This design comes from an exercise in tuning for small area, a short achievable clock period and few clock cycles on the open sky130 flow, not from production work. At most, simulation tests tie the RTL to the original design; equivalence was not proved. No functional check of the RTL was part of runs 1, 2, 6 and 7. Power is estimated from default activity; no workload was simulated.

==> flow/design.v <==
module vad_unit (
    input  wire        clk,
    input  wire        rst,           
    input  wire        cmd_valid,
    output wire        cmd_ready,
    input  wire [1:0]  cmd_op,        
    input  wire [31:0] cmd_arg,       
    input  wire [31:0] cmd_blen,      
    input  wire        s_valid,
    output wire        s_ready,
    input  wire [31:0] s_data,
    output wire        iv_valid,
    input  wire        iv_ready,
    output wire [15:0] iv_data,
    output wire        iv_last,
    output wire [1:0]  iv_mode,
    output wire        iv_reset,
    input  wire        vd_valid,
    input  wire [1:0]  vd_code,
    output wire        done,
    output wire [31:0] result,
    output wire        rate_reject,
    output wire [31:0] hist_err,
    output wire [31:0] hist_sil,
    output wire [31:0] hist_voice,
    output wire [31:0] hist_noise,
    output wire [31:0] vad_rate,
    output wire [10:0] vad_flen,
    output wire [10:0] vad_off,
    output wire [1:0]  vad_mode
);
    localparam [1:0] OP_INIT    = 2'd1;
    localparam [1:0] OP_SETMODE = 2'd2;
    localparam [1:0] OP_PROCESS = 2'd3;
    localparam [1:0] V_SIL   = 2'd0;
    localparam [1:0] V_VOICE = 2'd1;
    localparam [1:0] V_NOISE = 2'd2;
    localparam HW = 23;               
    reg        crdy;                  
    reg        acc_q;                 
    reg [1:0]  op_q;
    reg        ok_q;                  
    reg [1:0]  rc_q;                  
    reg        le3_q;                 
    reg [1:0]  lo_q;                  
    reg        locked;
    reg [1:0]  code;                  
    reg [1:0]  mode_c;
    reg        r_all;                 
    reg        res0;                  
    reg        rrej_c;
    reg [10:0] off_c;
    reg [HW-1:0] hc_e, hc_s, hc_v, hc_n;
    reg        done_q;
    reg        ivrst_q;
    reg        run;
    reg [29:0] rem;                   
    reg [10:0] off_w;                 
    reg        nl;                    
    reg        pend;                  
    reg [HW-1:0] hw_e, hw_s, hw_v, hw_n;
    reg        sr;                    
    reg        av;                    
    reg        a_s;                   
    reg [4:0]  a_j;                   
    reg [14:0] a_m;                   
    reg        a_z;                   
    reg        a_c;                   
    reg        a_l;
    reg        bv;                    
    reg [15:0] b_t;
    reg        b_s;
    reg        b_l;
    reg        ivv;                   
    reg [15:0] ivd;
    reg        ivl;
    reg        skv;                   
    reg [15:0] skd;
    reg        skl;
    reg        vdv_q;
    reg [1:0]  vdc_q;
    reg        fin_q;                 
    wire        hi0    = (cmd_arg[31:16] == 16'd0);
    wire        is8k   = hi0 && (cmd_arg[15:0] == 16'd8000);
    wire        is16k  = hi0 && (cmd_arg[15:0] == 16'd16000);
    wire        is32k  = hi0 && (cmd_arg[15:0] == 16'd32000);
    wire        is48k  = hi0 && (cmd_arg[15:0] == 16'd48000);
    wire        accept = cmd_valid && crdy;
    wire        ex_init = acc_q && (op_q == OP_INIT);
    wire        ex_mode = acc_q && (op_q == OP_SETMODE);
    wire        ex_proc = acc_q && (op_q == OP_PROCESS);
    wire        pass    = ok_q && (!locked || (rc_q == code));
    wire        start   = ex_proc && pass;
    wire        rfail   = ex_proc && !pass;
    reg [10:0] flen_m2;               
    always @(*) begin
        case (code)
            2'd0:    flen_m2 = 11'd238;
            2'd1:    flen_m2 = 11'd478;
            2'd2:    flen_m2 = 11'd958;
            default: flen_m2 = 11'd1438;
        endcase
    end
    wire take = s_valid && sr;
    wire pop   = ivv && iv_ready;
    wire bpush = bv && !skv;
    wire amove = av && (!bv || bpush);
    wire av_n  = take || (av && !amove);
    wire bv_n  = amove || (bv && !bpush);
    wire skv_n = skv ? !pop : (bpush && ivv && !pop);
    wire ivv_n = skv || bpush || (ivv && !pop);
    wire [7:0]  s_e   = s_data[30:23];
    wire        s_nan = (s_e == 8'hFF) && (s_data[22:0] != 23'd0);
    wire        s_z   = s_nan || (s_e < 8'd110);
    wire        s_c   = !s_nan && ((s_e >= 8'd127) ||
                                   (s_e == 8'd126 && s_data[22:8] == 15'h7FFF));
    wire [4:0]  s_j   = 5'd30 - s_e[4:0];         
    wire [15:0] qsh = {1'b1, a_m} >> a_j;
    wire [15:0] qt  = a_z ? 16'd0 : a_c ? 16'hFFFE : qsh;
    wire [16:0] qsum = {b_s, b_t ^ {16{b_s}}} + 17'd1;
    wire [15:0] qd   = qsum[16:1];
    wire rem_ge1 = (rem != 30'd0);
    wire rem_ge2 = (rem[29:1] != 29'd0);
    wire rem_ge3 = (rem[29:2] != 28'd0) || (rem[1] && rem[0]);
    wire fin = run && !rem_ge1 && !bv && !ivv && !pend && !vdv_q;
    wire [27:0] vx   = {5'd0, hw_v};
    wire [27:0] vy   = ~{3'd0, hw_s, 2'd0};
    wire [27:0] vz   = ~{3'd0, hw_n, 2'd0};
    wire [27:0] vsum = vx ^ vy ^ vz;
    wire [27:0] vcar = {(vx[26:0] & vy[26:0]) | (vx[26:0] & vz[26:0]) |
                        (vy[26:0] & vz[26:0]), 1'b1};
    wire [13:0] vlo  = {1'b0, vsum[12:0]} + {1'b0, vcar[12:0]} + 14'd1;
    reg         vc13;
    wire [14:0] vhi  = {1'b0, vsum[27:13]} + {1'b0, vcar[27:13]} + {14'd0, vc13};
    wire        d_all = (hw_e != {HW{1'b0}});
    wire        d_one = !d_all && (hw_v != {HW{1'b0}}) && !vhi[14];
    wire g1      = amove ? rem_ge2 : rem_ge1;
    wire g2      = amove ? rem_ge3 : rem_ge2;
    wire more    = av_n ? g2 : g1;
    wire full_n  = av_n && bv_n && skv_n;
    wire nl_n    = take ? (!nl && (off_w == flen_m2)) : nl;
    wire pend_n  = (pend && !vdv_q) || (take && nl);
    wire run_n   = start || (run && !fin);
    wire sr_n    = run_n && more && !full_n && !(pend_n && nl_n);
    wire clr_w = rst || ex_init || rfail || start;
    wire hld   = rst || ex_init || rfail || fin_q;
    wire [HW-1:0] hw_e_n = clr_w ? {HW{1'b0}} : hw_e + (vdv_q && vdc_q == 2'd3);
    wire [HW-1:0] hw_s_n = clr_w ? {HW{1'b0}} : hw_s + (vdv_q && vdc_q == V_SIL);
    wire [HW-1:0] hw_v_n = clr_w ? {HW{1'b0}} : hw_v + (vdv_q && vdc_q == V_VOICE);
    wire [HW-1:0] hw_n_n = clr_w ? {HW{1'b0}} : hw_n + (vdv_q && vdc_q == V_NOISE);
    always @(posedge clk) begin
        hw_e <= hw_e_n;
        hw_s <= hw_s_n;
        hw_v <= hw_v_n;
        hw_n <= hw_n_n;
        if (hld) begin
            hc_e <= hw_e_n;
            hc_s <= hw_s_n;
            hc_v <= hw_v_n;
            hc_n <= hw_n_n;
        end
        vc13 <= vlo[13];
    end
    always @(posedge clk) begin
        acc_q <= accept;
        op_q  <= cmd_op;
        ok_q  <= is8k || is16k || is32k || is48k;
        rc_q  <= {is32k || is48k, is16k || is48k};
        le3_q <= (cmd_arg[31:2] == 30'd0);
        lo_q  <= cmd_arg[1:0];
        if (!av || amove) begin
            a_s <= s_data[31];
            a_j <= s_j;
            a_m <= s_data[22:8];
            a_z <= s_z;
            a_c <= s_c;
            a_l <= nl;
        end
        if (amove) begin
            b_t <= qt;
            b_s <= a_s;
            b_l <= a_l;
        end
        if (skv ? pop : (!ivv || pop)) begin
            ivd <= skv ? skd : qd;
            ivl <= skv ? skl : b_l;
        end
        if (!skv && ivv && !pop) begin
            skd <= qd;
            skl <= b_l;
        end
        if (crdy)
            rem <= cmd_blen[31:2];
        else if (amove)
            rem <= rem - 30'd1;
        if (rst) begin
            crdy    <= 1'b1;
            acc_q   <= 1'b0;
            locked  <= 1'b0;
            code    <= 2'd0;
            mode_c  <= 2'd0;
            r_all   <= 1'b0;
            res0    <= 1'b0;
            rrej_c  <= 1'b0;
            off_c   <= 11'd0;
            done_q  <= 1'b0;
            ivrst_q <= 1'b0;
            run     <= 1'b0;
            off_w   <= 11'd0;
            nl      <= 1'b0;
            pend    <= 1'b0;
            sr      <= 1'b0;
            vdv_q   <= 1'b0;
            fin_q   <= 1'b0;
            av      <= 1'b0;
            bv      <= 1'b0;
            ivv     <= 1'b0;
            skv     <= 1'b0;
        end else begin
            av  <= av_n;
            bv  <= bv_n;
            ivv <= ivv_n;
            skv <= skv_n;
            sr  <= sr_n;
            run <= run_n;
            nl  <= nl_n;
            pend <= pend_n;
            if (take)
                off_w <= nl ? 11'd0 : off_w + 11'd1;
            vdv_q   <= vd_valid;
            vdc_q   <= vd_code;
            fin_q   <= fin;
            done_q  <= ex_init || ex_mode || rfail || fin_q;
            ivrst_q <= ex_init;
            if (accept)
                crdy <= 1'b0;
            else if (ex_init || ex_mode || rfail || fin_q)
                crdy <= 1'b1;
            if (ex_init) begin
                locked <= 1'b0;
                mode_c <= 2'd0;
                off_c  <= 11'd0;
                off_w  <= 11'd0;
                nl     <= 1'b0;
                r_all  <= 1'b0;
                res0   <= 1'b1;
                rrej_c <= 1'b0;
            end
            if (ex_mode) begin
                if (le3_q) mode_c <= lo_q;
                r_all  <= 1'b0;
                res0   <= le3_q;
                rrej_c <= 1'b0;
            end
            if (rfail) begin
                r_all  <= 1'b1;
                res0   <= 1'b1;
                rrej_c <= 1'b1;
            end
            if (start) begin
                code <= rc_q;
            end
            if (fin_q) begin
                locked <= 1'b1;
                off_c  <= off_w;
                r_all  <= d_all;
                res0   <= d_all || d_one;
                rrej_c <= 1'b0;
            end
        end
    end
    reg [31:0] rate_o;
    reg [10:0] flen_o;
    always @(*) begin
        case (code)
            2'd0:    begin rate_o = 32'd8000;  flen_o = 11'd240;  end
            2'd1:    begin rate_o = 32'd16000; flen_o = 11'd480;  end
            2'd2:    begin rate_o = 32'd32000; flen_o = 11'd960;  end
            default: begin rate_o = 32'd48000; flen_o = 11'd1440; end
        endcase
    end
    assign cmd_ready   = crdy;
    assign s_ready     = sr;
    assign iv_valid    = ivv;
    assign iv_data     = ivd;
    assign iv_last     = ivl;
    assign iv_mode     = mode_c;
    assign iv_reset    = ivrst_q;
    assign done        = done_q;
    assign result      = {{31{r_all}}, res0};
    assign rate_reject = rrej_c;
    assign hist_err    = {{(32-HW){1'b0}}, hc_e};
    assign hist_sil    = {{(32-HW){1'b0}}, hc_s};
    assign hist_voice  = {{(32-HW){1'b0}}, hc_v};
    assign hist_noise  = {{(32-HW){1'b0}}, hc_n};
    assign vad_rate    = locked ? rate_o : 32'd0;
    assign vad_flen    = locked ? flen_o : 11'd0;
    assign vad_off     = off_c;
    assign vad_mode    = mode_c;
endmodule
==> flow/flow/run.sh <==
#!/bin/bash
set -euo pipefail
SETUP_MARGIN=${SETUP_MARGIN:-5.0}
bash standard.sh \
    "BUFFER_PORTS_ARGS=-buffer_cell sky130_fd_sc_hd__buf_2" \
    "SETUP_SLACK_MARGIN=${SETUP_MARGIN}" \
    finish > flow_make.log 2>&1
test -f out/final.def
==> flow/standard.sh <==
#!/bin/bash
# synth_recipe.tcl (not shown) runs the flow's synth.tcl, then flattens the netlist and writes it again
# the make line also repeats each setting of config.mk as NAME=value (left out here)
make -C /OpenROAD-flow-scripts/flow DESIGN_CONFIG=/design/flow/config.mk WORK_HOME=/design/flow/orfs CLKGATE_MAP_FILE= SYNTH_SCRIPT=/design/flow/synth_recipe.tcl "${@:-finish}"
==> flow/config.mk <==
export PLATFORM = sky130hd
export DESIGN_NAME = vad_unit
export DESIGN_NICKNAME = vad_unit
export VERILOG_FILES = /design/flow/design.v
export SDC_FILE = /design/flow/constraint.sdc
export NUM_CORES = 4
export LEC_CHECK = 0
export CAP_MARGIN = 20
export CORE_MARGIN = 2
export CORE_UTILIZATION = 40
export SLEW_MARGIN = 20
==> flow/constraint.sdc <==
create_clock -name core_clock -period 8.0 [get_ports {clk}]
set_input_delay 1.6000 -clock core_clock [delete_from_list [all_inputs] [get_ports {clk}]]
set_output_delay 1.6000 -clock core_clock [all_outputs]
set_load 0.01 [all_outputs]
==> results of run 1 <==
## cells by family (layout without fill, tap and decap cells)
kind of cell,Yosys count,count (layout)
buffers and inverters,226,447
DFF,345,345
muxes,45,45
AOI/OAI and AO/OA,181,181
xor gates and xnor gates,137,137
adders and majority gates,61,61
other,1,67
and+or+nand+nor,516,517
## final timing paths
kind	start	endpoint	slack, ns
worst min register to register	a_l	b_l	0.42
worst max register to register	code[0]	hc_e[1]	5.20
worst max-delay path	code[0]	vad_rate[6]	5.02
worst min-delay path	a_l	b_l	0.42
## power groups by stage
stage / combinational (µW) / clock, µW / sequential, µW
6_report: 276 / 1800 / 2010
3_3_place_gp: 256 / 0 / 2050
3_5_place_dp: 258 / 0 / 2060
5_1_grt: 304 / 1910 / 2020
4_1_cts: 277 / 1850 / 2010
2_1_floorplan: 195 / 0 / 2030
## metrics by stage
stage               area (µm²)  hold WS, ns  utilization  setup WS, ns  total power (µW)
floorplan                16900        0.400            -          5.04              2230
global placement         18000        0.403        0.440          3.33              2310
detailed placement       18000        0.407        0.440          3.26              2310
CTS                      19500        0.421        0.476          4.97              4130
global route             19600        0.425        0.478          4.95              4240
finish                   19600        0.421        0.478          5.02              4090
## layer usage
metal | up-vias | routed length, µm | track usage
met3 | 67 | 2640 | 0.0430
met5 | - | 29 | 0
met4 | 4 | 1170 | 0.0682
met1 | 5564 | 17500 | 0.236
li1 | 5721 | - | -
met2 | 332 | 17800 | 0.278
## registers in the layout (all words and copies together) (netlist names), 15 cells and up
| register | flops |
|---|---|
| hc_v | 23 |
| hc_n | 23 |
| hw_n | 23 |
| b_t | 16 |
| hc_s | 23 |
| hw_v | 23 |
| rem | 30 |
| hw_e | 23 |
| hc_e | 23 |
| skd | 16 |
| ivd | 16 |
| hw_s | 23 |
| a_m | 15 |
## worst max-delay path, delay by kind of cell (launching register included)
kind | cells | cell delay, ns
buffers and inverters | 1 | 0.10
AND/OR/NAND/NOR | 2 | 0.33
flip-flops | 1 | 0.39
## cell type report
| cell class | instances | area (µm²) | area share |
|---|---|---|---|
| flip-flops and latches | 345 | 8930 | 0.456 |
| multi-input cells | 1003 | 6770 | 0.346 |
| repair buffers | 300 | 1610 | 0.0823 |
| clock buffers | 60 | 1170 | 0.0600 |
| well taps | 532 | 666 | 0.0340 |
| inverters | 73 | 280 | 0.0143 |
| clock inverters | 14 | 134 | 0.00684 |
| diodes | 5 | 12.5 | 0.000639 |
## what timing repair did
| item | 4_1_cts | 5_1_grt |
|---|---|---|
| pin swaps | 3 | 1 |
| setup endpoints to repair | 299 | 180 |
| setup buffers | 10 | 2 |
| hold buffers | 0 | 0 |
| cloned | 1 | 0 |
| gates resized for setup | 28 | 9 |
## layout by cell type (no fill, tap or decap), drive strengths merged, types with 11 or more instances in the layout
cell type | Yosys | routed
mux4 | 12 | 12
nor3 | 34 | 34
a22o | 11 | 11
conb | 1 | 62
nor4 | 28 | 28
o21ai | 61 | 61
nand2 | 94 | 94
fa | 20 | 20
edfxtp | 200 | 200
buf | 110 | 297
mux2 | 25 | 25
a21oi | 56 | 56
dfxtp | 145 | 145
nand2b | 10 | 11
inv | 73 | 74
ha | 40 | 40
clkbuf | 43 | 63
nor2 | 158 | 158
and3 | 29 | 29
nand3 | 55 | 55
xnor2 | 81 | 81
xor2 | 56 | 56
nand4 | 35 | 35
==> flow_metrics.env, run 1 <==
export IMPL_ios=347
export IMPL_ant_nets=0
export IMPL_clkPwrFrac=0.441
export IMPL_synthFlopType="edfxtp_1"
export IMPL_yosys_area_top_type="edfxtp_1"
export IMPL_crit_slowest_cell="dfxtp_4"
export IMPL_fp_dieArea_um2=43200
export IMPL_syn_to_final_growth_pct=17.8
export IMPL_skew_ns=0.0179
export IMPL_critPathRequiredTime_ns=6.40
export IMPL_core_um2=40900
export IMPL_synthArstFlopShare=0
export IMPL_crit_path_cell_trace="nor2_4 -> and2_4 -> buf_6"
export IMPL_grt_pass1_vias=11200
export IMPL_synthMuxAreaShare=0.0380
export IMPL_postRouteWirelength_um=39100
export IMPL_hold_viol=0
export IMPL_grt_overflow=0
export IMPL_outcome="complete, no violations"
export IMPL_drt_iter0_markers=624
export IMPL_cts_buffers=40
export IMPL_slew_headroom=0.261
export IMPL_min_period_ns=2.98
export IMPL_pwr_share_seq=0.492
export IMPL_synth_xor_area_share=0.0722
export IMPL_synth_edff_count=200
export IMPL_leakage_uw=0.00781
export IMPL_worst_ep_arrival_time_ns=1.38
export IMPL_die_w_um=208
export IMPL_synth_top_family_by_area="simple AND/OR/NAND/NOR gates"
export IMPL_synth_distinct_cells=67
export IMPL_port_buffers=282
export IMPL_fmax_mhz=336
export IMPL_cts_buffer_depth=3
export IMPL_drive_gt1_frac=0.237
export IMPL_fillCellCount=3784
export IMPL_clkSlewWorstSetupHoldPaths_ns=0.06
export IMPL_clk_latency_ns=0.56
export IMPL_hold_depth=0
export IMPL_start_kind="flop"
export IMPL_yosys_warnings=1
export IMPL_period_share=0.372
export IMPL_h_tree_depth=2
export IMPL_vias_per_cell=5.01
export IMPL_start_util=0.406
export IMPL_fin_cells=2332
export IMPL_rows=74
export IMPL_syn_area_um2=16600
export IMPL_finish_net_count=1929
export IMPL_power_internal_uw=3150
export IMPL_post_route_drc_count=0
export IMPL_fp_dieH_um=208
export IMPL_max_stage_delay_ns=0.39
export IMPL_crit_path_end_kind="output pin"
export IMPL_synth_area_leaders="edfxtp_1 36%, dfxtp_1 17%, buf_4 4.7%, xnor2_1 4.3%, nor2_1 3.6%"
export IMPL_synthDominantCellAreaShare=0.361
export IMPL_cap_viol_max_count=0
export IMPL_power_switching_uw=940
export IMPL_dp_final_hpwl_um=28200
export IMPL_ys_seq_elements=345
export IMPL_synth_simple_area_share=0.156
export IMPL_finalSetupTns_ns=0
export IMPL_netlist_top_cells_count="200 x edfxtp_1, 158 x nor2_1, 145 x dfxtp_1"
export IMPL_dr_pass1_iters=4
export IMPL_ir_worst_vdd_mv=0.138
export IMPL_switching_share=0.230
export IMPL_synthCells=1512
export IMPL_dp_cells=2240
export IMPL_avgSynthCellArea_um2=11.0
export IMPL_wl_per_cell_um=16.8
export IMPL_cts_tree="yes"
export IMPL_drv_slew=0
export IMPL_via_count=11700
export IMPL_clockRootBuffer="clkbuf_16"
export IMPL_ys_seq_area_frac=0.536
export IMPL_critPathMaxFanout=7
export IMPL_grt_pass1_wl_um=60900
export IMPL_powerDensity_nw_per_um2=209
export IMPL_track_usage=0.177
export IMPL_yosysMostFrequentCell="edfxtp_1"
export IMPL_setup_violations=0
export IMPL_worst_slew_pin_slew_ns=1.11
export IMPL_gp_congestion=0.875
export IMPL_synth_compound_area_share=0.0675
export IMPL_pwr_share_comb=0.067
export IMPL_hold_path_class="flop to flop"
export IMPL_rsz0062_at_grt="yes"
export IMPL_rr_worst_depth=7
export IMPL_antenna_found_initial=7
export IMPL_critical_path_class="flop to output pin"
export IMPL_grt_max_degree=84
export IMPL_synthAdderAreaFrac=0.0548
export IMPL_numClockSinks=345
==> run 2, diff against run 1 <==
==> flow/flow/run.sh (replaced) <==
#!/bin/bash
set -euo pipefail
SETUP_MARGIN=${SETUP_MARGIN:-5.5}
bash standard.sh \
    "BUFFER_PORTS_ARGS=-buffer_cell sky130_fd_sc_hd__buf_2" \
    "SETUP_SLACK_MARGIN=${SETUP_MARGIN}" \
    finish > flow_make.log 2>&1
test -f out/final.def
==> flow_metrics.env, run 2 <==
export IMPL_outcome="complete, no violations"
export IMPL_largest_reg_flops=30
export IMPL_drt_iter0_markers=632
export IMPL_period_share=0.374
export IMPL_numClockSinks=345
export IMPL_final_cell_mix="224 x buf_2, 200 x edfxtp_1, 152 x nor2_1"
export IMPL_antenna_found_initial=3
export IMPL_post_route_drc_count=0
export IMPL_syn_to_final_growth_pct=25.3
export IMPL_seqCellArea_um2=8970
export IMPL_hold_end="b_s"
export IMPL_rows=74
export IMPL_grt_max_degree=84
export IMPL_ir_worst_vdd_mv=0.167
export IMPL_synth_distinct_cells=67
export IMPL_die_w_um=208
export IMPL_yosysMostFrequentCell="edfxtp_1"
export IMPL_rsz0062_at_grt="yes"
export IMPL_multi_input_area_um2=7090
export IMPL_h_tree_depth=2
export IMPL_worst_ep_arrival_time_ns=1.39
export IMPL_crit_path_cell_trace="nor2_4 -> and2_4 -> buf_6"
export IMPL_ys_seq_area_frac=0.536
export IMPL_critPathRequiredTime_ns=6.40
export IMPL_postPlaceCellArea_um2=18100
export IMPL_dp_final_hpwl_um=27200
export IMPL_hold_viol=0
export IMPL_layout_commonest_cell="buf_2"
export IMPL_via_count=11800
export IMPL_cts_buffers=38
export IMPL_avgSynthCellArea_um2=11.0
export IMPL_netlist_top_cells_count="200 x edfxtp_1, 158 x nor2_1, 145 x dfxtp_1"
export IMPL_stdcell_area_um2=20800
export IMPL_port_buffers=282
export IMPL_synth_area_leaders="edfxtp_1 36%, dfxtp_1 17%, buf_4 4.7%, xnor2_1 4.3%, nor2_1 3.6%"
export IMPL_rr_worst_depth=10
export IMPL_powerDensity_nw_per_um2=198
export IMPL_clkSlewWorstSetupHoldPaths_ns=0.06
export IMPL_ant_nets=0
export IMPL_synth_edff_count=200
export IMPL_pwr_share_comb=0.076
export IMPL_report_power_total_uw=4130
export IMPL_cap_viol_max_count=0
export IMPL_synthArstFlopShare=0
export IMPL_finish_net_count=1978
export IMPL_grt_pass1_wl_um=60800
export IMPL_gp_congestion=0.866
export IMPL_postRouteWirelength_um=39300
export IMPL_skew_ns=0.0270
export IMPL_power_internal_uw=3160
export IMPL_yosys_warnings=1
export IMPL_switching_share=0.233
export IMPL_slew_headroom=0.328
export IMPL_crit_slowest_cell="dfxtp_4"
export IMPL_reg2reg_to="hc_s[22]"
export IMPL_critical_path_class="flop to output pin"
export IMPL_clockRootBuffer="clkbuf_16"
export IMPL_wl_per_cell_um=16.6
export IMPL_grt_overflow=0
export IMPL_drive_gt1_frac=0.298
export IMPL_synthDominantCellAreaShare=0.361
export IMPL_reg2reg_slack_ns=5.51
export IMPL_fp_dieH_um=208
export IMPL_max_stage_delay_ns=0.40
export IMPL_start_util=0.406
export IMPL_drv_slew=0
export IMPL_clk_latency_ns=0.57
export IMPL_worst_slew_pin_slew_ns=1.01
export IMPL_finalSetupTns_ns=0
export IMPL_holdBufCountCts=0
export IMPL_power_switching_uw=962
export IMPL_ys_seq_elements=345
export IMPL_cts_buffer_depth=3
export IMPL_min_period_ns=2.99
export IMPL_fmax_mhz=335
export IMPL_crit_path_end_kind="output pin"
export IMPL_start_kind="flop"
export IMPL_grt_pass1_vias=11300
export IMPL_syn_area_um2=16600
export IMPL_fp_dieArea_um2=43200
export IMPL_vias_per_cell=4.97
export IMPL_clkPwrFrac=0.438
export IMPL_setup_violations=0
export IMPL_synthCells=1512
export IMPL_dr_pass1_iters=5
export IMPL_yosys_area_top_type="edfxtp_1"
export IMPL_synthFlopType="edfxtp_1"
export IMPL_hold_depth=0
export IMPL_track_usage=0.176
export IMPL_fillCellCount=3715
export IMPL_critPathMaxFanout=8
export IMPL_leakage_uw=0.00822
export IMPL_cts_tree="yes"
export IMPL_hold_path_class="flop to flop"
export IMPL_r2r_start="vdc_q[1]"
export IMPL_max_flop_register="rem"
export IMPL_min_from="a_s"
export IMPL_core_um2=40900
export IMPL_ios=347
export IMPL_pwr_share_seq=0.486
run 2: routing by layer:
layer,routed length [µm],global-route usage
met1,17500,0.234
met2,18500,0.285
met3,2440,0.0431
met4,942,0.0543
met5,13,0
run 2: timing repair:
action	in CTS	in global routing
buffers inserted	33	26
gates cloned	4	1
setup endpoints to repair	509	256
hold endpoints to repair	0	0
gates resized for setup	116	71
pin swaps	4	14
run 2: cells by family after synthesis:
| family | count (synthesis) | share of synthesized area |
|---|---|---|
| and+or+nand+nor | 516 | 0.156 |
| muxes | 45 | 0.0380 |
| other | 1 | 0.000226 |
| AOI/OAI and AO/OA | 181 | 0.0675 |
| xor gates and xnor gates | 137 | 0.0722 |
| DFF | 345 | 0.536 |
| buffers and inverters | 226 | 0.0755 |
| adders and majority gates | 61 | 0.0548 |
run 2: final cells by class:
class | instances | share of cell area
antenna | 1 | 0.000120
timing repair buffer | 351 | 0.121
inverter | 73 | 0.0139
clock inverter | 21 | 0.0108
clock buffer | 48 | 0.0510
sequential | 345 | 0.431
multi-input combinational | 1003 | 0.341
tap | 532 | 0.0320
run 2: worst max path at each step:
| stage | from | end | slack, ns | depth (start not counted) |
|---|---|---|---|---|
| floorplan | rst | hc_e[0] | 5.21 | 4 |
| global placement | rst | hc_e[14] | 3.99 | 6 |
| detailed placement | rst | hc_e[4] | 3.98 | 6 |
| CTS | code[1] | vad_rate[6] | 4.97 | 3 |
| global route | code[0] | vad_rate[15] | 4.96 | 3 |
| finish | code[1] | vad_rate[6] | 5.01 | 3 |
run 2: per-stage QoR:
step / setup slack [ns] / instances / hold slack [ns] / util
after floorplan: 5.21 / 1573 / 0.400 / -
after global placement: 3.99 / 2240 / 0.409 / 0.442
after detailed placement: 3.98 / 2240 / 0.407 / 0.442
after CTS: 4.97 / 2346 / 0.420 / 0.494
after global routing: 4.96 / 2374 / 0.424 / 0.509
final: 5.01 / 2374 / 0.418 / 0.509
run 2: worst max-delay path, delay by kind of cell (launching register included):
family	cells	cell delay, ns
buffers and inverters	1	0.10
and+or+nand+nor	2	0.31
DFF	1	0.40
run 2: power by group through the flow:
stage	clock, µW	combinational [µW]	sequential, µW
2_1_floorplan	0	198	2030
3_3_place_gp	0	266	2040
3_5_place_dp	0	269	2040
4_1_cts	1850	304	2000
5_1_grt	1920	346	2010
6_report	1810	315	2000
==> run 3, diff against run 2 <==
--- a/flow/design.v
+++ b/flow/design.v
@@ -45,6 +45,7 @@
     reg [1:0]  lo_q;                  
     reg        locked;
     reg [1:0]  code;                  
+    reg        f_1000, f_0101, f_1011, f_1101, f_1110, f_0111, f_0010, f_0001;
     reg [1:0]  mode_c;
     reg        r_all;                 
     reg        res0;                  
@@ -198,6 +199,14 @@
             acc_q   <= 1'b0;
             locked  <= 1'b0;
             code    <= 2'd0;
+            f_1000  <= 1'b0;
+            f_0101  <= 1'b0;
+            f_1011  <= 1'b0;
+            f_1101  <= 1'b0;
+            f_1110  <= 1'b0;
+            f_0111  <= 1'b0;
+            f_0010  <= 1'b0;
+            f_0001  <= 1'b0;
             mode_c  <= 2'd0;
             r_all   <= 1'b0;
             res0    <= 1'b0;
@@ -238,6 +247,14 @@
                 crdy <= 1'b1;
             if (ex_init) begin
                 locked <= 1'b0;
+                f_1000 <= 1'b0;
+                f_0101 <= 1'b0;
+                f_1011 <= 1'b0;
+                f_1101 <= 1'b0;
+                f_1110 <= 1'b0;
+                f_0111 <= 1'b0;
+                f_0010 <= 1'b0;
+                f_0001 <= 1'b0;
                 mode_c <= 2'd0;
                 off_c  <= 11'd0;
                 off_w  <= 11'd0;
@@ -262,6 +279,14 @@
             end
             if (fin_q) begin
                 locked <= 1'b1;
+                f_1000 <= (code == 2'd0);
+                f_0101 <= code[0];
+                f_1011 <= (code != 2'd1);
+                f_1101 <= (code != 2'd2);
+                f_1110 <= (code != 2'd3);
+                f_0111 <= (code != 2'd0);
+                f_0010 <= (code == 2'd2);
+                f_0001 <= (code == 2'd3);
                 off_c  <= off_w;
                 r_all  <= d_all;
                 res0   <= d_all || d_one;
@@ -269,16 +294,6 @@
             end
         end
     end
-    reg [31:0] rate_o;
-    reg [10:0] flen_o;
-    always @(*) begin
-        case (code)
-            2'd0:    begin rate_o = 32'd8000;  flen_o = 11'd240;  end
-            2'd1:    begin rate_o = 32'd16000; flen_o = 11'd480;  end
-            2'd2:    begin rate_o = 32'd32000; flen_o = 11'd960;  end
-            default: begin rate_o = 32'd48000; flen_o = 11'd1440; end
-        endcase
-    end
     assign cmd_ready   = crdy;
     assign s_ready     = sr;
     assign iv_valid    = ivv;
@@ -293,8 +308,9 @@
     assign hist_sil    = {{(32-HW){1'b0}}, hc_s};
     assign hist_voice  = {{(32-HW){1'b0}}, hc_v};
     assign hist_noise  = {{(32-HW){1'b0}}, hc_n};
-    assign vad_rate    = locked ? rate_o : 32'd0;
-    assign vad_flen    = locked ? flen_o : 11'd0;
+    assign vad_rate    = {16'd0, f_0001, f_0010, f_0111, locked, locked, f_1110,
+                          f_1101, f_1011, f_0101, f_1000, 6'd0};
+    assign vad_flen    = {f_0001, f_0010, f_0111, locked, f_1110, f_1101, f_1000, 4'd0};
     assign vad_off     = off_c;
     assign vad_mode    = mode_c;
 endmodule
--- a/flow/config.mk
+++ b/flow/config.mk
@@ -8,4 +8,6 @@
 export CAP_MARGIN = 20
 export CORE_MARGIN = 2
 export CORE_UTILIZATION = 40
+export CTS_CLUSTER_DIAMETER = 80
+export CTS_CLUSTER_SIZE = 30
 export SLEW_MARGIN = 20
==> flow_metrics.env, run 3 <==
export IMPL_outcome="complete, no violations"
export IMPL_finish_net_count=1995
export IMPL_worst_ep_arrival_time_ns=1.20
export IMPL_ys_seq_area_frac=0.536
export IMPL_cts_buffer_depth=3
export IMPL_hold_depth=0
export IMPL_dp_final_hpwl_um=28900
export IMPL_rows=75
export IMPL_grt_pass1_vias=11800
export IMPL_synth_distinct_cells=70
export IMPL_critPathTopFamily="flip-flops"
export IMPL_hold_end="b_s"
export IMPL_critPathMaxFanout=1
export IMPL_rsz0062_at_grt="yes"
export IMPL_critPathRequiredTime_ns=6.40
export IMPL_grt_overflow=0
export IMPL_fillCellCount=3789
export IMPL_holdBufCountCts=0
export IMPL_port_buffers=282
export IMPL_drive_gt1_frac=0.305
export IMPL_layout_commonest_cell="buf_2"
export IMPL_slew_headroom=0.345
export IMPL_clockRootBuffer="clkbuf_16"
export IMPL_cts_tree="yes"
export IMPL_gp_congestion=0.815
export IMPL_largest_reg_flops=30
export IMPL_synthFlopType="edfxtp_1"
export IMPL_drv_slew=0
export IMPL_grt_pass1_wl_um=64600
export IMPL_netlist_top_cells_count="200 x edfxtp_1, 155 x nor2_1, 153 x dfxtp_1"
export IMPL_rr_worst_depth=7
export IMPL_crit_slowest_cell="edfxtp_1"
export IMPL_drt_iter0_markers=642
export IMPL_ios=347
export IMPL_dr_pass1_iters=5
export IMPL_synthCells=1535
export IMPL_cp_num_cells=1
export IMPL_ant_nets=0
export IMPL_critPathBufInv=1
export IMPL_leakage_uw=0.00831
export IMPL_synthArstFlopShare=0
export IMPL_avgSynthCellArea_um2=11.0
export IMPL_antenna_found_initial=3
export IMPL_clk_latency_ns=0.56
export IMPL_setup_violations=0
export IMPL_hold_path_class="flop to flop"
export IMPL_min_from="a_s"
export IMPL_wl_per_cell_um=17.7
export IMPL_ir_worst_vdd_mv=0.167
export IMPL_min_period_ns=2.80
export IMPL_start_kind="flop"
export IMPL_syn_to_final_growth_pct=23.3
export IMPL_fp_dieH_um=210
export IMPL_syn_area_um2=16900
export IMPL_hold_viol=0
export IMPL_max_stage_delay_ns=0.47
export IMPL_cap_viol_max_count=0
export IMPL_final_cell_mix="229 x buf_2, 200 x edfxtp_1, 148 x nor2_1"
export IMPL_core_um2=41900
export IMPL_fp_dieArea_um2=43900
export IMPL_start_util=0.404
export IMPL_powerDensity_nw_per_um2=174
export IMPL_num_antenna_cells=0
export IMPL_reg2reg_to="ivd[15]"
export IMPL_report_power_total_uw=3640
export IMPL_fmax_mhz=357
export IMPL_skew_ns=0.0266
export IMPL_numClockSinks=353
export IMPL_cts_buffers=21
export IMPL_worst_slew_pin_slew_ns=0.982
export IMPL_postRouteWirelength_um=42200
export IMPL_synthDominantCellAreaShare=0.355
export IMPL_vias_per_cell=5.10
export IMPL_via_count=12100
export IMPL_yosys_warnings=1
export IMPL_critical_path_class="flop to output pin"
export IMPL_h_tree_depth=1
export IMPL_ys_seq_elements=353
export IMPL_crit_path_cell_trace="buf_2"
export IMPL_period_share=0.350
export IMPL_max_flop_register="rem"
export IMPL_grt_max_degree=76
export IMPL_track_usage=0.186
export IMPL_reg2reg_slack_ns=5.38
export IMPL_yosysMostFrequentCell="edfxtp_1"
export IMPL_post_route_drc_count=0
export IMPL_clkSlewWorstSetupHoldPaths_ns=0.10
export IMPL_yosys_area_top_type="edfxtp_1"
export IMPL_r2r_start="b_s"
export IMPL_synth_area_leaders="edfxtp_1 36%, dfxtp_1 18%, buf_4 5.0%, xnor2_1 4.6%, nor2_1 3.4%"
export IMPL_finalSetupTns_ns=0
export IMPL_crit_path_end_kind="output pin"
export IMPL_synth_edff_count=200
export IMPL_die_w_um=210
-- run 3: layout make-up --
type                            instances  area [µm²]  share of cell area
Clock buffer                           22         529              0.0254
Tap cell                              539         674              0.0324
Timing Repair Buffer                  370        2630               0.126
Multi-Input combinational cell       1014        7370               0.354
Inverter                               69         272              0.0130
Clock inverter                         16         234              0.0112
Sequential cell                       353        9140               0.438
-- run 3: repair_timing --
item                       in CTS  in global routing
cloned                          5                  1
pin swaps                      18                 28
buffers inserted               51                 24
setup endpoints to repair     491                265
gates resized for setup       148                 72
-- run 3: cells by family after synthesis --
logic type,share of synthesized area
AOI/OAI and AO/OA,0.0680
DFF,0.536
adders and majority gates,0.0544
muxes,0.0374
other,0.000222
and+or+nand+nor,0.155
xor gates and xnor gates,0.0730
buffers and inverters,0.0762
-- run 3: worst max path at each step --
stage | start | to | slack (ns)
5_1_grt | r_all | result[1] | 5.14
2_1_floorplan | rst | hc_e[0] | 5.06
3_3_place_gp | rst | hc_n[5] | 3.80
6_report | hc_v[4] | hist_voice[4] | 5.20
3_5_place_dp | rst | hc_n[5] | 3.78
4_1_cts | hc_s[1] | hist_sil[1] | 5.17
-- run 3: layer usage --
| metal | vias to the layer above | part of all wire | track usage |
|---|---|---|---|
| li1 | 5868 | - | - |
| met1 | 5919 | 0.45 | 0.254 |
| met2 | 305 | 0.48 | 0.314 |
| met3 | 51 | 0.045 | 0.0281 |
| met4 | 4 | 0.020 | 0.0406 |
| met5 | - | 0.00078 | 0 |
-- run 3: through the flow --
stage               area (µm²)  setup WS, ns  hold WS, ns  std cells  utilization
floorplan                17300          5.06        0.400       1596            -
global placement         18400          3.80        0.403       2264        0.439
detailed placement       18400          3.78        0.408       2264        0.439
CTS                      20300          5.17        0.432       2358        0.485
global route             20800          5.14        0.443       2383        0.498
finish                   20800          5.20        0.431       2383        0.498
-- run 3: where the power goes --
part	switching (µW)	total [µW]	internal, µW
Clock	715	1260	544
Combinational	185	333	148
Sequential	62.0	2040	1980
Testbench counts of run 3, summed over its fixed seeds: cycles 280,853.
==> run 4, diff against run 3 <==
==> flow/flow/run.sh (replaced) <==
#!/bin/bash
set -euo pipefail
SETUP_MARGIN=${SETUP_MARGIN:-5.0}
bash standard.sh \
    "BUFFER_PORTS_ARGS=-buffer_cell sky130_fd_sc_hd__buf_2" \
    "SETUP_SLACK_MARGIN=${SETUP_MARGIN}" \
    finish > flow_make.log 2>&1
test -f out/final.def
==> flow_metrics.env, run 4 <==
export IMPL_drive_gt1_frac=0.227
export IMPL_ir_worst_vdd_mv=0.194
export IMPL_synth_area_leaders="edfxtp_1 36%, dfxtp_1 18%, buf_4 5.0%, xnor2_1 4.6%, nor2_1 3.4%"
export IMPL_avgSynthCellArea_um2=11.0
export IMPL_max_flop_register="rem"
export IMPL_synthMuxAreaShare=0.0374
export IMPL_layout_commonest_cell="buf_2"
export IMPL_worst_slew_pin_slew_ns=1.08
export IMPL_grt_overflow=0
export IMPL_core_um2=41900
export IMPL_critPathMaxFanout=32
export IMPL_grt_pass1_wl_um=61400
export IMPL_fp_dieH_um=210
export IMPL_port_buffers=282
export IMPL_yosysMostFrequentCell="edfxtp_1"
export IMPL_final_cell_mix="281 x buf_2, 200 x edfxtp_1, 155 x nor2_1"
export IMPL_grt_pass1_vias=11100
export IMPL_dr_pass1_iters=5
export IMPL_reg2reg_slack_ns=5.18
export IMPL_finalSetupTns_ns=0
export IMPL_h_tree_depth=1
export IMPL_worst_ep_arrival_time_ns=1.31
export IMPL_crit_path_end_kind="output pin"
export IMPL_rows=75
export IMPL_start_util=0.404
export IMPL_cp_num_cells=2
export IMPL_yosys_area_top_type="edfxtp_1"
export IMPL_track_usage=0.177
export IMPL_clkSlewWorstSetupHoldPaths_ns=0.11
export IMPL_fmax_mhz=343
export IMPL_cts_buffer_depth=3
export IMPL_wl_per_cell_um=17.1
export IMPL_critPathRequiredTime_ns=6.40
export IMPL_post_route_drc_count=0
export IMPL_worst_slack_ns=5.09
export IMPL_critPathTopFamily="flip-flops"
export IMPL_finish_net_count=1924
export IMPL_outcome="complete, no violations"
export IMPL_cap_viol_max_count=0
export IMPL_dp_worst_setup_slack_ns=3.72
export IMPL_syn_area_um2=16900
export IMPL_vias_per_cell=5.06
export IMPL_synthAdderAreaFrac=0.0544
export IMPL_synth_distinct_cells=70
export IMPL_synth_top_family_by_area="simple AND/OR/NAND/NOR gates"
export IMPL_min_period_ns=2.91
export IMPL_leakage_uw=0.00770
export IMPL_synthDominantCellAreaShare=0.355
export IMPL_gp_congestion=0.839
export IMPL_grt_max_degree=85
export IMPL_clk_latency_ns=0.59
export IMPL_crit_slowest_cell="dfxtp_4"
export IMPL_syn_to_final_growth_pct=14.7
export IMPL_ios=347
export IMPL_max_stage_delay_ns=0.39
export IMPL_cts_buffers=24
export IMPL_period_share=0.364
export IMPL_postRouteWirelength_um=39600
export IMPL_numClockSinks=353
export IMPL_cts_tree="yes"
export IMPL_rr_worst_depth=9
export IMPL_num_antenna_cells=0
export IMPL_reg2reg_to="hc_s[22]"
export IMPL_netlist_top_cells_count="200 x edfxtp_1, 155 x nor2_1, 153 x dfxtp_1"
export IMPL_synthFlopType="edfxtp_1"
export IMPL_hold_depth=0
export IMPL_synth_simple_area_share=0.155
export IMPL_hold_viol=0
export IMPL_crit_start="crdy"
export IMPL_largest_reg_flops=30
export IMPL_rsz0062_at_grt="no"
export IMPL_synth_edff_count=200
export IMPL_start_kind="flop"
export IMPL_powerDensity_nw_per_um2=194
export IMPL_critical_path_class="flop to output pin"
export IMPL_die_w_um=210
export IMPL_synth_xor_area_share=0.0730
export IMPL_yosys_warnings=1
export IMPL_postLayoutCoreUtil=0.464
export IMPL_via_count=11700
export IMPL_cp_endpoint="cmd_ready"
export IMPL_drt_iter0_markers=651
export IMPL_hold_path_class="flop to flop"
export IMPL_clockRootBuffer="clkbuf_16"
export IMPL_fp_dieArea_um2=43900
export IMPL_ant_nets=0
export IMPL_synth_compound_area_share=0.0680
export IMPL_dp_final_hpwl_um=28700
export IMPL_slew_headroom=0.270
export IMPL_setup_violations=0
export IMPL_synthArstFlopShare=0
export IMPL_skew_ns=0.0562
export IMPL_drv_slew=0
export IMPL_synthCells=1535
export IMPL_antenna_found_initial=1
export IMPL_ys_seq_area_frac=0.536
export IMPL_ys_seq_elements=353
export IMPL_critPathBufInv=2
export IMPL_crit_path_cell_trace="buf_12 -> buf_2"
export IMPL_r2r_start="vdc_q[0]"
## run 4: cell counts after synthesis
Identical to the previous run, type by type.
## run 4: cells by family after synthesis
logic type                 after synthesis
adders and majority gates               62
and+or+nand+nor                        522
buffers and inverters                  230
xor gates and xnor gates               141
muxes                                   45
other                                    1
DFF                                    353
AOI/OAI and AO/OA                      181
## run 4: worst min path at each step
stage / from / endpoint
after floorplan: a_l / b_l
after global placement: a_s / b_s
after detailed placement: a_s / b_s
after CTS: a_s / b_s
after global routing: a_l / b_l
final: a_l / b_l
## run 4: layer usage
| layer | wire (µm) | track usage | vias up | share of wire |
|---|---|---|---|---|
| li1 | - | - | 5723 | - |
| met1 | 18600 | 0.252 | 5636 | 0.47 |
| met2 | 18000 | 0.284 | 324 | 0.46 |
| met3 | 2340 | 0.0295 | 36 | 0.059 |
| met4 | 652 | 0.0374 | 2 | 0.016 |
| met5 | 13 | 0 | - | 0.00033 |
## run 4: timing repair
| action | in CTS | in global routing |
|---|---|---|
| buffers inserted | 0 | 2 |
| hold buffers | 0 | 0 |
| setup endpoints to repair | 92 | 65 |
| resized for setup | 14 | 10 |
| gates cloned | 3 | 0 |
| pin swaps | 0 | 2 |
| endpoints found under the hold margin | 0 | 0 |
## run 4: layout make-up
type	instances	area, µm²
Inverter	69	262
Clock inverter	20	354
Tap cell	539	674
Multi-Input combinational cell	1015	6870
Sequential cell	353	9080
Clock buffer	24	601
Timing Repair Buffer	295	1570
Fill cell	3867	22400
## run 4: power breakdown
part,leakage (µW),total [µW],internal (µW),switching [µW]
combinational,0.00397,276,117,159
clock,0.000443,1440,635,801
sequential,0.00329,2050,1980,61.4
total,0.00770,3760,2740,1020
## run 4: per-stage QoR
stage	power [µW]	instances	hold slack, ns	cell area (µm²)
6_report	3760	2315	0.434	19400
3_3_place_gp	2350	2266	0.401	18300
3_5_place_dp	2350	2266	0.417	18300
5_1_grt	3910	2315	0.438	19400
2_1_floorplan	2270	1596	0.400	17200
4_1_cts	3800	2313	0.440	19400
==> run 5, diff against run 4 <==
==> flow/flow/run.sh (replaced) <==
#!/bin/bash
set -euo pipefail
SETUP_MARGIN=${SETUP_MARGIN:-5.0}
bash standard.sh \
    "BUFFER_PORTS_ARGS=-buffer_cell sky130_fd_sc_hd__buf_1" \
    "SETUP_SLACK_MARGIN=${SETUP_MARGIN}" \
    finish > flow_make.log 2>&1
test -f out/final.def
==> flow_metrics.env, run 5 <==
export IMPL_postRouteWirelength_um=39200
export IMPL_slew_headroom=0.334
export IMPL_max_flop_register="rem"
export IMPL_synthFlopType="edfxtp_1"
export IMPL_vias_per_cell=5.02
export IMPL_drive_gt1_frac=0.0691
export IMPL_outcome="complete, no violations"
export IMPL_worst_slew_pin_slew_ns=0.995
export IMPL_setup_violations=0
export IMPL_cap_viol_max_count=0
export IMPL_hold_viol=0
export IMPL_worst_ep_arrival_time_ns=3.18
export IMPL_fp_dieH_um=210
export IMPL_leakage_uw=0.00674
export IMPL_worst_slack_ns=5.11
export IMPL_crit_path_cell_trace="buf_1 -> buf_4 -> inv_4 -> o21ai_2 -> nor2_1 -> buf_4 -> nand2b_4 -> buf_8"
export IMPL_die_w_um=210
export IMPL_gp_congestion=0.837
export IMPL_critPathRequiredTime_ns=8.29
export IMPL_clockRootBuffer="clkbuf_16"
export IMPL_synthArstFlopShare=0
export IMPL_fmax_mhz=346
export IMPL_syn_area_um2=16900
export IMPL_fp_dieArea_um2=43900
export IMPL_max_stage_delay_ns=0.34
export IMPL_synthCells=1535
export IMPL_netlist_top_cells_count="200 x edfxtp_1, 155 x nor2_1, 153 x dfxtp_1"
export IMPL_final_cell_mix="282 x buf_1, 200 x edfxtp_1, 155 x nor2_1"
export IMPL_rows=75
export IMPL_h_tree_depth=1
export IMPL_grt_pass1_vias=11000
export IMPL_largest_reg_flops=30
export IMPL_numClockSinks=353
export IMPL_stdcell_area_um2=19000
export IMPL_start_util=0.404
export IMPL_dp_worst_setup_slack_ns=3.69
export IMPL_yosys_warnings=1
export IMPL_ys_seq_elements=353
export IMPL_grt_overflow=0
export IMPL_layout_commonest_cell="buf_1"
export IMPL_crit_path_end_kind="flop"
export IMPL_synth_area_leaders="edfxtp_1 36%, dfxtp_1 18%, buf_4 5.0%, xnor2_1 4.6%, nor2_1 3.4%"
export IMPL_critPathTopFamily="buffers and inverters"
export IMPL_track_usage=0.175
export IMPL_synth_edff_count=200
export IMPL_drt_iter0_markers=870
export IMPL_cts_buffers=22
export IMPL_ys_seq_area_frac=0.536
export IMPL_antenna_found_initial=0
export IMPL_hold_path_class="flop to flop"
export IMPL_fin_cells=2318
export IMPL_crit_top_cell="buf_4"
export IMPL_synth_distinct_cells=70
export IMPL_powerDensity_nw_per_um2=194
export IMPL_start_kind="input port"
export IMPL_core_um2=41900
export IMPL_crit_slowest_cell="buf_4"
export IMPL_drv_slew=0
export IMPL_ir_worst_vdd_mv=0.174
export IMPL_cts_tree="yes"
export IMPL_syn_to_final_growth_pct=12.2
export IMPL_critPathMaxFanout=30
export IMPL_post_route_drc_count=0
export IMPL_clk_latency_ns=0.56
export IMPL_clkSlewWorstSetupHoldPaths_ns=0.10
export IMPL_critical_path_class="input port to flop"
export IMPL_wl_per_cell_um=16.9
export IMPL_grt_max_degree=85
export IMPL_via_count=11600
export IMPL_skew_ns=0.0186
export IMPL_period_share=0.361
export IMPL_ant_nets=0
export IMPL_dp_final_hpwl_um=28400
export IMPL_num_antenna_cells=0
export IMPL_synthDominantCellAreaShare=0.355
export IMPL_grt_pass1_wl_um=61200
export IMPL_avgSynthCellArea_um2=11.0
export IMPL_finalSetupTns_ns=0
export IMPL_ios=347
export IMPL_postPlaceCellArea_um2=17900
export IMPL_dr_pass1_iters=5
export IMPL_yosysMostFrequentCell="edfxtp_1"
export IMPL_rsz0062_at_grt="yes"
export IMPL_finish_net_count=1929
export IMPL_critPathBufInv=5
export IMPL_yosys_area_top_type="edfxtp_1"
export IMPL_min_period_ns=2.89
export IMPL_fillCellCount=3951
export IMPL_cts_buffer_depth=3
export IMPL_dp_cells=2266
export IMPL_port_buffers=282
-- run 5: cell counts after synthesis --
Identical to the previous run, type by type.
-- run 5: cells by family (layout without fill, tap and decap cells) --
group                      after synthesis  count (layout)  synth area share
AOI/OAI and AO/OA                      181             181            0.0680
xor gates and xnor gates               141             141            0.0730
adders and majority gates               62              62            0.0544
buffers and inverters                  230             411            0.0762
DFF                                    353             353             0.536
muxes                                   45              45            0.0374
other                                    1              62          0.000222
and+or+nand+nor                        522             524             0.155
-- run 5: final timing paths --
check	from	to	slack, ns	cells past startpoint
setup / recovery	rst	hc_s[4]	5.11	8
hold / removal	a_l	b_l	0.44	0
setup reg to reg	vdc_q[0]	hc_s[22]	5.14	9
hold reg to reg	a_l	b_l	0.44	0
-- run 5: layer usage --
metal	wire (µm)	global-route usage
met4	989	0.0470
met3	1890	0.0278
met1	18700	0.249
met5	0	0
met2	17600	0.279
-- run 5: metrics by stage --
stage,util,hold WS [ns],power (µW)
after floorplan,-,0.400,2270
after global placement,0.429,0.403,2340
after detailed placement,0.429,0.417,2340
after CTS,0.451,0.443,3730
after global routing,0.454,0.454,3830
final,0.454,0.435,3690
-- run 5: power by group --
| group | switching (µW) | internal [µW] | total (µW) |
|---|---|---|---|
| clock network | 710 | 673 | 1380 |
| registers | 63.7 | 1990 | 2050 |
| logic | 160 | 99.5 | 260 |
-- run 5: timing repair --
item / CTS / global route
setup buffers: 1 / 9
hold buffers: 0 / 0
resized for setup: 9 / 7
pin swaps: 0 / 2
setup endpoints to repair: 137 / 68
gates cloned: 2 / 0
-- run 5: area by class of cell --
type	count	area (µm²)	share of cell area
Inverter	69	262	0.0138
Tap cell	539	674	0.0355
Timing Repair Buffer	302	1220	0.0645
Clock buffer	24	579	0.0305
Clock inverter	16	297	0.0156
Multi-Input combinational cell	1015	6870	0.362
Sequential cell	353	9070	0.478
==> run 6, diff against run 5 <==
--- a/flow/design.v
+++ b/flow/design.v
@@ -61,13 +61,6 @@
     reg        pend;                  
     reg [HW-1:0] hw_e, hw_s, hw_v, hw_n;
     reg        sr;                    
-    reg        av;                    
-    reg        a_s;                   
-    reg [4:0]  a_j;                   
-    reg [14:0] a_m;                   
-    reg        a_z;                   
-    reg        a_c;                   
-    reg        a_l;
     reg        bv;                    
     reg [15:0] b_t;
     reg        b_s;
@@ -105,9 +98,7 @@
     wire take = s_valid && sr;
     wire pop   = ivv && iv_ready;
     wire bpush = bv && !skv;
-    wire amove = av && (!bv || bpush);
-    wire av_n  = take || (av && !amove);
-    wire bv_n  = amove || (bv && !bpush);
+    wire bv_n  = take || (bv && !bpush);
     wire skv_n = skv ? !pop : (bpush && ivv && !pop);
     wire ivv_n = skv || bpush || (ivv && !pop);
     wire [7:0]  s_e   = s_data[30:23];
@@ -115,15 +106,14 @@
     wire        s_z   = s_nan || (s_e < 8'd110);
     wire        s_c   = !s_nan && ((s_e >= 8'd127) ||
                                    (s_e == 8'd126 && s_data[22:8] == 15'h7FFF));
-    wire [4:0]  s_j   = 5'd30 - s_e[4:0];         
-    wire [15:0] qsh = {1'b1, a_m} >> a_j;
-    wire [15:0] qt  = a_z ? 16'd0 : a_c ? 16'hFFFE : qsh;
+    wire [16:0] s_sh  = {1'b1, s_data[22:8], 1'b0} >> (~s_e[4:0]);
+    wire [15:0] qt    = s_z ? 16'd0 : s_c ? 16'hFFFE : s_sh[15:0];
     wire [16:0] qsum = {b_s, b_t ^ {16{b_s}}} + 17'd1;
     wire [15:0] qd   = qsum[16:1];
     wire rem_ge1 = (rem != 30'd0);
     wire rem_ge2 = (rem[29:1] != 29'd0);
     wire rem_ge3 = (rem[29:2] != 28'd0) || (rem[1] && rem[0]);
-    wire fin = run && !rem_ge1 && !bv && !ivv && !pend && !vdv_q;
+    wire fin = run && !rem_ge1 && !ivv && !pend && !vdv_q;
     wire [27:0] vx   = {5'd0, hw_v};
     wire [27:0] vy   = ~{3'd0, hw_s, 2'd0};
     wire [27:0] vz   = ~{3'd0, hw_n, 2'd0};
@@ -135,10 +125,10 @@
     wire [14:0] vhi  = {1'b0, vsum[27:13]} + {1'b0, vcar[27:13]} + {14'd0, vc13};
     wire        d_all = (hw_e != {HW{1'b0}});
     wire        d_one = !d_all && (hw_v != {HW{1'b0}}) && !vhi[14];
-    wire g1      = amove ? rem_ge2 : rem_ge1;
-    wire g2      = amove ? rem_ge3 : rem_ge2;
-    wire more    = av_n ? g2 : g1;
-    wire full_n  = av_n && bv_n && skv_n;
+    wire g1      = bpush ? rem_ge2 : rem_ge1;
+    wire g2      = bpush ? rem_ge3 : rem_ge2;
+    wire more    = bv_n ? g2 : g1;
+    wire full_n  = bv_n && ivv_n && skv_n;
     wire nl_n    = take ? (!nl && (off_w == flen_m2)) : nl;
     wire pend_n  = (pend && !vdv_q) || (take && nl);
     wire run_n   = start || (run && !fin);
@@ -169,18 +159,10 @@
         rc_q  <= {is32k || is48k, is16k || is48k};
         le3_q <= (cmd_arg[31:2] == 30'd0);
         lo_q  <= cmd_arg[1:0];
-        if (!av || amove) begin
-            a_s <= s_data[31];
-            a_j <= s_j;
-            a_m <= s_data[22:8];
-            a_z <= s_z;
-            a_c <= s_c;
-            a_l <= nl;
-        end
-        if (amove) begin
+        if (!bv || bpush) begin
             b_t <= qt;
-            b_s <= a_s;
-            b_l <= a_l;
+            b_s <= s_data[31];
+            b_l <= nl;
         end
         if (skv ? pop : (!ivv || pop)) begin
             ivd <= skv ? skd : qd;
@@ -190,10 +172,8 @@
             skd <= qd;
             skl <= b_l;
         end
-        if (crdy)
-            rem <= cmd_blen[31:2];
-        else if (amove)
-            rem <= rem - 30'd1;
+        rem   <= crdy ? cmd_blen[31:2] : rem - {29'd0, bpush};
+        vdc_q <= vd_code;
         if (rst) begin
             crdy    <= 1'b1;
             acc_q   <= 1'b0;
@@ -221,12 +201,10 @@
             sr      <= 1'b0;
             vdv_q   <= 1'b0;
             fin_q   <= 1'b0;
-            av      <= 1'b0;
             bv      <= 1'b0;
             ivv     <= 1'b0;
             skv     <= 1'b0;
         end else begin
-            av  <= av_n;
             bv  <= bv_n;
             ivv <= ivv_n;
             skv <= skv_n;
@@ -237,7 +215,6 @@
             if (take)
                 off_w <= nl ? 11'd0 : off_w + 11'd1;
             vdv_q   <= vd_valid;
-            vdc_q   <= vd_code;
             fin_q   <= fin;
             done_q  <= ex_init || ex_mode || rfail || fin_q;
             ivrst_q <= ex_init;
==> flow_metrics.env, run 6 <==
export IMPL_avgSynthCellArea_um2=10.3
export IMPL_clockRootBuffer="clkbuf_16"
export IMPL_grt_pass1_wl_um=59600
export IMPL_hold_depth=2
export IMPL_postRouteWirelength_um=39100
export IMPL_ys_seq_area_frac=0.500
export IMPL_grt_overflow=0
export IMPL_pwr_share_seq=0.564
export IMPL_synthMuxAreaShare=0.0305
export IMPL_synth_simple_area_share=0.171
export IMPL_fillCellCount=3781
export IMPL_cts_buffers=19
export IMPL_fp_dieH_um=204
export IMPL_dp_worst_setup_slack_ns=3.80
export IMPL_yosys_warnings=1
export IMPL_post_route_drc_count=0
export IMPL_worst_ep_arrival_time_ns=3.19
export IMPL_drt_iter0_markers=613
export IMPL_switching_share=0.267
export IMPL_yosys_area_top_type="edfxtp_1"
export IMPL_syn_to_final_growth_pct=11.5
export IMPL_fp_dieArea_um2=41700
export IMPL_crit_path_cell_trace="buf_2 -> mux4_2 -> nor2b_1 -> a311o_1 -> o211ai_1 -> a21oi_1"
export IMPL_synthDominantCellAreaShare=0.270
export IMPL_synth_distinct_cells=77
export IMPL_netlist_top_cells_count="184 x dfxtp_1, 144 x edfxtp_1, 128 x nor2_1"
export IMPL_fmax_mhz=345
export IMPL_yosysMostFrequentCell="dfxtp_1"
export IMPL_cts_buffer_depth=3
export IMPL_drv_slew=0
export IMPL_vias_per_cell=5.07
export IMPL_layout_commonest_cell="buf_1"
export IMPL_min_period_ns=2.90
export IMPL_powerDensity_nw_per_um2=186
export IMPL_port_buffers=282
export IMPL_critPathBufInv=1
export IMPL_via_count=11700
export IMPL_antenna_found_initial=2
export IMPL_rr_worst_depth=7
export IMPL_gp_congestion=0.860
export IMPL_syn_area_um2=16000
export IMPL_min_from="f_1011"
export IMPL_track_usage=0.179
export IMPL_clkSlewWorstSetupHoldPaths_ns=0.10
export IMPL_synth_compound_area_share=0.0914
export IMPL_synth_xor_area_share=0.0700
export IMPL_outcome="complete, no violations"
export IMPL_synthArstFlopShare=0
export IMPL_pwr_share_comb=0.096
export IMPL_dr_pass1_iters=4
export IMPL_reg2reg_slack_ns=5.21
export IMPL_r2r_start="vdv_q"
export IMPL_skew_ns=0.0300
export IMPL_die_w_um=204
export IMPL_hold_viol=0
export IMPL_max_stage_delay_ns=0.59
export IMPL_worst_slew_pin_slew_ns=0.949
export IMPL_start_kind="input port"
export IMPL_clk_latency_ns=0.55
export IMPL_leakage_uw=0.00625
export IMPL_critPathRequiredTime_ns=8.29
export IMPL_crit_slowest_cell="mux4_2"
export IMPL_ios=347
export IMPL_crit_path_end_kind="flop"
export IMPL_rows=73
export IMPL_finish_net_count=1930
export IMPL_grt_pass1_vias=11000
export IMPL_max_flop_register="rem"
export IMPL_reg2reg_to="hc_s[19]"
export IMPL_clkPwrFrac=0.340
export IMPL_critPathTopFamily="multiplexers"
export IMPL_hold_path_class="flop to flop"
export IMPL_finalSetupTns_ns=0
export IMPL_core_um2=39600
export IMPL_power_internal_uw=2430
export IMPL_power_switching_uw=887
export IMPL_wl_per_cell_um=16.9
export IMPL_h_tree_depth=1
export IMPL_num_antenna_cells=0
export IMPL_drive_gt1_frac=0.0567
export IMPL_largest_reg_flops=30
export IMPL_synthAdderAreaFrac=0.0531
export IMPL_worst_slack_ns=5.10
export IMPL_critPathMaxFanout=18
export IMPL_slew_headroom=0.364
export IMPL_synth_area_leaders="edfxtp_1 27%, dfxtp_1 23%, buf_4 5.3%, xnor2_1 4.9%, nor2_1 3.0%"
export IMPL_numClockSinks=328
export IMPL_ir_worst_vdd_mv=0.163
export IMPL_period_share=0.362
export IMPL_synth_top_family_by_area="simple AND/OR/NAND/NOR gates"
export IMPL_ys_seq_elements=328
export IMPL_start_util=0.404
export IMPL_dp_final_hpwl_um=28400
export IMPL_synthCells=1557
export IMPL_final_cell_mix="278 x buf_1, 182 x dfxtp_1, 144 x edfxtp_1"
export IMPL_rsz0062_at_grt="yes"
export IMPL_synthFlopType="dfxtp_1"
export IMPL_hold_end="f_1011"
export IMPL_ant_nets=0
export IMPL_grt_max_degree=84
export IMPL_critical_path_class="input port to flop"
export IMPL_synth_edff_count=144
export IMPL_cts_tree="yes"
export IMPL_holdBufCountCts=0
export IMPL_cap_viol_max_count=0
export IMPL_setup_violations=0
[run 6: timing repair]
action | CTS | global route
setup buffers | 1 | 5
pin swaps | 1 | 1
endpoints found under the setup margin | 124 | 102
gates resized for setup | 19 | 13
gates cloned | 1 | 2
[run 6: kinds of logic (layout without fill, tap and decap cells)]
kind of cell / Yosys count / count (layout)
muxes: 36 / 36
xor gates and xnor gates: 128 / 128
adders and majority gates: 56 / 56
and+or+nand+nor: 538 / 539
AOI/OAI and AO/OA: 226 / 226
other: 1 / 62
DFF: 328 / 328
buffers and inverters: 244 / 406
[run 6: per-stage QoR]
| stage | cell area (µm²) | std cells | power, µW | hold WS (ns) | util |
|---|---|---|---|---|---|
| floorplan | 16300 | 1618 | 2130 | 0.417 | - |
| global placement | 17000 | 2263 | 2210 | 0.431 | 0.428 |
| detailed placement | 17000 | 2263 | 2210 | 0.441 | 0.428 |
| CTS | 17700 | 2299 | 3360 | 0.458 | 0.448 |
| global route | 17900 | 2306 | 3460 | 0.496 | 0.451 |
| finish | 17900 | 2306 | 3320 | 0.457 | 0.451 |
[run 6: worst reg2reg max path, stage by stage, from the launching register on]
cell and delay [ns]:
dfxtp_1 0.48, nor3b_2 0.25, ha_1 0.23, nand4_1 0.30
or3_1 0.60, nor4_1 0.43, xnor2_1 0.17, nor2_1 0.08
[run 6: layout make-up]
| type | instances | area, µm² | share of cell area |
|---|---|---|---|
| multi-input cells | 1047 | 6960 | 0.390 |
| flip-flops and latches | 328 | 8020 | 0.449 |
| clock buffers | 20 | 479 | 0.0268 |
| well taps | 525 | 657 | 0.0368 |
| clock inverters | 14 | 198 | 0.0111 |
| repair buffers | 297 | 1260 | 0.0707 |
| inverters | 75 | 287 | 0.0160 |
[run 6: worst max path at each step]
| stage | start | endpoint | slack [ns] | cells after the start |
|---|---|---|---|---|
| finish | s_data[23] | b_t[3] | 5.10 | 6 |
| global route | skv | sr | 4.90 | 5 |
| CTS | s_data[23] | b_t[3] | 5.01 | 6 |
| detailed placement | rst | hc_n[19] | 3.80 | 6 |
| global placement | s_data[23] | b_t[5] | 3.81 | 6 |
| floorplan | s_data[23] | b_t[3] | 4.99 | 6 |
[run 6: metal layers]
metal / share of wire / up-vias / global-route usage
met5: 0.00069 / - / 0
met4: 0.017 / 4 / 0.0349
met3: 0.052 / 40 / 0.0284
met2: 0.47 / 338 / 0.300
met1: 0.46 / 5556 / 0.246
li1: - / 5761 / -
[run 6: power by group through the flow]
stage / Sequential, µW / Combinational, µW / Clock [µW]
2_1_floorplan: 1910 / 219 / 0
3_3_place_gp: 1910 / 296 / 0
3_5_place_dp: 1910 / 300 / 0
4_1_cts: 1870 / 309 / 1170
5_1_grt: 1880 / 353 / 1220
6_report: 1870 / 318 / 1130
==> run 7, diff against run 6 <==
--- a/flow/config.mk
+++ b/flow/config.mk
@@ -5,6 +5,7 @@
 export SDC_FILE = /design/flow/constraint.sdc
 export NUM_CORES = 4
 export LEC_CHECK = 0
+export ABC_AREA = 1
 export CAP_MARGIN = 20
 export CORE_MARGIN = 2
 export CORE_UTILIZATION = 40
==> flow_metrics.env, run 7 <==
export IMPL_outcome="complete, no violations"
export IMPL_reg2reg_slack_ns=5.24
export IMPL_clockRootBuffer="clkbuf_16"
export IMPL_critPathMaxFanout=32
export IMPL_synth_area_leaders="edfxtp_1 26%, dfxtp_1 22%, nand2_1 9.1%, nor2_1 5.6%, buf_4 5.1%"
export IMPL_critPathBufInv=1
export IMPL_crit_path_cell_trace="buf_1"
export IMPL_reg2reg_to="hc_s[16]"
export IMPL_start_kind="flop"
export IMPL_fmax_mhz=352
export IMPL_ios=347
export IMPL_critPathRequiredTime_ns=6.40
export IMPL_start_util=0.403
export IMPL_period_share=0.355
export IMPL_finish_net_count=2400
export IMPL_synthArstFlopShare=0
export IMPL_worst_ep_arrival_time_ns=1.24
export IMPL_h_tree_depth=1
export IMPL_vias_per_cell=4.91
export IMPL_cts_tree="yes"
export IMPL_r2r_start="vdv_q"
export IMPL_drv_slew=0
export IMPL_ir_worst_vdd_mv=0.127
export IMPL_core_um2=41700
export IMPL_grt_overflow=0
export IMPL_final_cell_mix="406 x nand2_1, 277 x buf_1, 251 x nor2_1"
export IMPL_numClockSinks=328
export IMPL_ys_seq_area_frac=0.477
export IMPL_leakage_uw=0.00730
export IMPL_fp_dieArea_um2=43700
export IMPL_synthFlopType="dfxtp_1"
export IMPL_skew_ns=0.0241
export IMPL_rows=75
export IMPL_max_stage_delay_ns=0.50
export IMPL_synthCells=2012
export IMPL_fillCellCount=4174
export IMPL_dp_final_hpwl_um=32400
export IMPL_finalSetupTns_ns=0
export IMPL_rsz0062_at_grt="no"
export IMPL_yosys_warnings=1
export IMPL_slew_headroom=0.362
export IMPL_synthDominantCellAreaShare=0.257
export IMPL_fp_dieH_um=209
export IMPL_drt_iter0_markers=824
export IMPL_crit_path_end_kind="output pin"
export IMPL_grt_pass1_vias=12900
export IMPL_yosysMostFrequentCell="nand2_1"
export IMPL_max_flop_register="rem"
export IMPL_clkSlewWorstSetupHoldPaths_ns=0.09
-- run 7: worst min path at each step --
| stage | startpoint | end | slack (ns) | depth (start not counted) |
|---|---|---|---|---|
| after floorplan | b_l | skl | 0.43 | 0 |
| after global placement | b_l | skl | 0.44 | 0 |
| after detailed placement | off_c[3] | off_c[3] | 0.46 | 2 |
| after CTS | b_l | skl | 0.48 | 0 |
| after global routing | b_l | skl | 0.49 | 0 |
| final | b_l | skl | 0.47 | 0 |
-- run 7: where the power goes --
| group | switching (µW) | internal [µW] |
|---|---|---|
| Clock | 681 | 575 |
| Combinational | 238 | 106 |
| Sequential | 48.4 | 1820 |
-- run 7: final cells by class --
cell class | count | area [µm²] | area share
tap | 539 | 674 | 0.0361
timing repair buffer | 292 | 1150 | 0.0617
inverter | 236 | 892 | 0.0478
sequential | 328 | 8010 | 0.429
antenna | 1 | 2.50 | 0.000134
clock inverter | 16 | 248 | 0.0133
multi-input combinational | 1359 | 7150 | 0.383
clock buffer | 22 | 529 | 0.0284
-- run 7: stage by stage --
| stage | hold WS [ns] | setup slack [ns] | cells | cell area (µm²) | util |
|---|---|---|---|---|---|
| global route | 0.489 | 5.00 | 2793 | 18700 | 0.448 |
| global placement | 0.441 | 3.76 | 2746 | 17800 | 0.426 |
| finish | 0.475 | 5.16 | 2793 | 18700 | 0.448 |
| CTS | 0.482 | 4.83 | 2785 | 18600 | 0.446 |
| detailed placement | 0.458 | 3.69 | 2746 | 17800 | 0.426 |
| floorplan | 0.427 | 5.01 | 2073 | 17100 | - |
-- run 7: logic make-up (layout without fill, tap and decap cells) --
group | Yosys count | count (layout) | synth area share
and+or+nand+nor | 929 | 931 | 0.241
buffers and inverters | 388 | 566 | 0.115
DFF | 328 | 328 | 0.477
AOI/OAI and AO/OA | 257 | 257 | 0.0836
adders and majority gates | 56 | 56 | 0.0506
xor gates and xnor gates | 53 | 53 | 0.0337
other | 1 | 63 | 0.000223
-- run 7: per-layer routing --
layer / wire, µm / GRT usage / share of wire
met3: 2160 / 0.0222 / 0.051
met4: 903 / 0.0530 / 0.021
met2: 20700 / 0.330 / 0.49
met1: 18500 / 0.245 / 0.44
met5: 0 / 0 / 0
-- run 7: timing repair --
action                                  4_1_cts  5_1_grt
setup buffers                                 0        6
gates cloned                                  1        1
endpoints found under the setup margin      239      144
resized for setup                            14       10
hold buffers                                  0        0
pin swaps                                     2        2

Check on run 7: ideal ports give 5.161 ns setup slack; a clkbuf_16 on the clock port and buf_2 on the inputs give 5.108 ns; moving port delays by the midpoint clock arrival (0.597 ns) as well gives 4.633 ns.
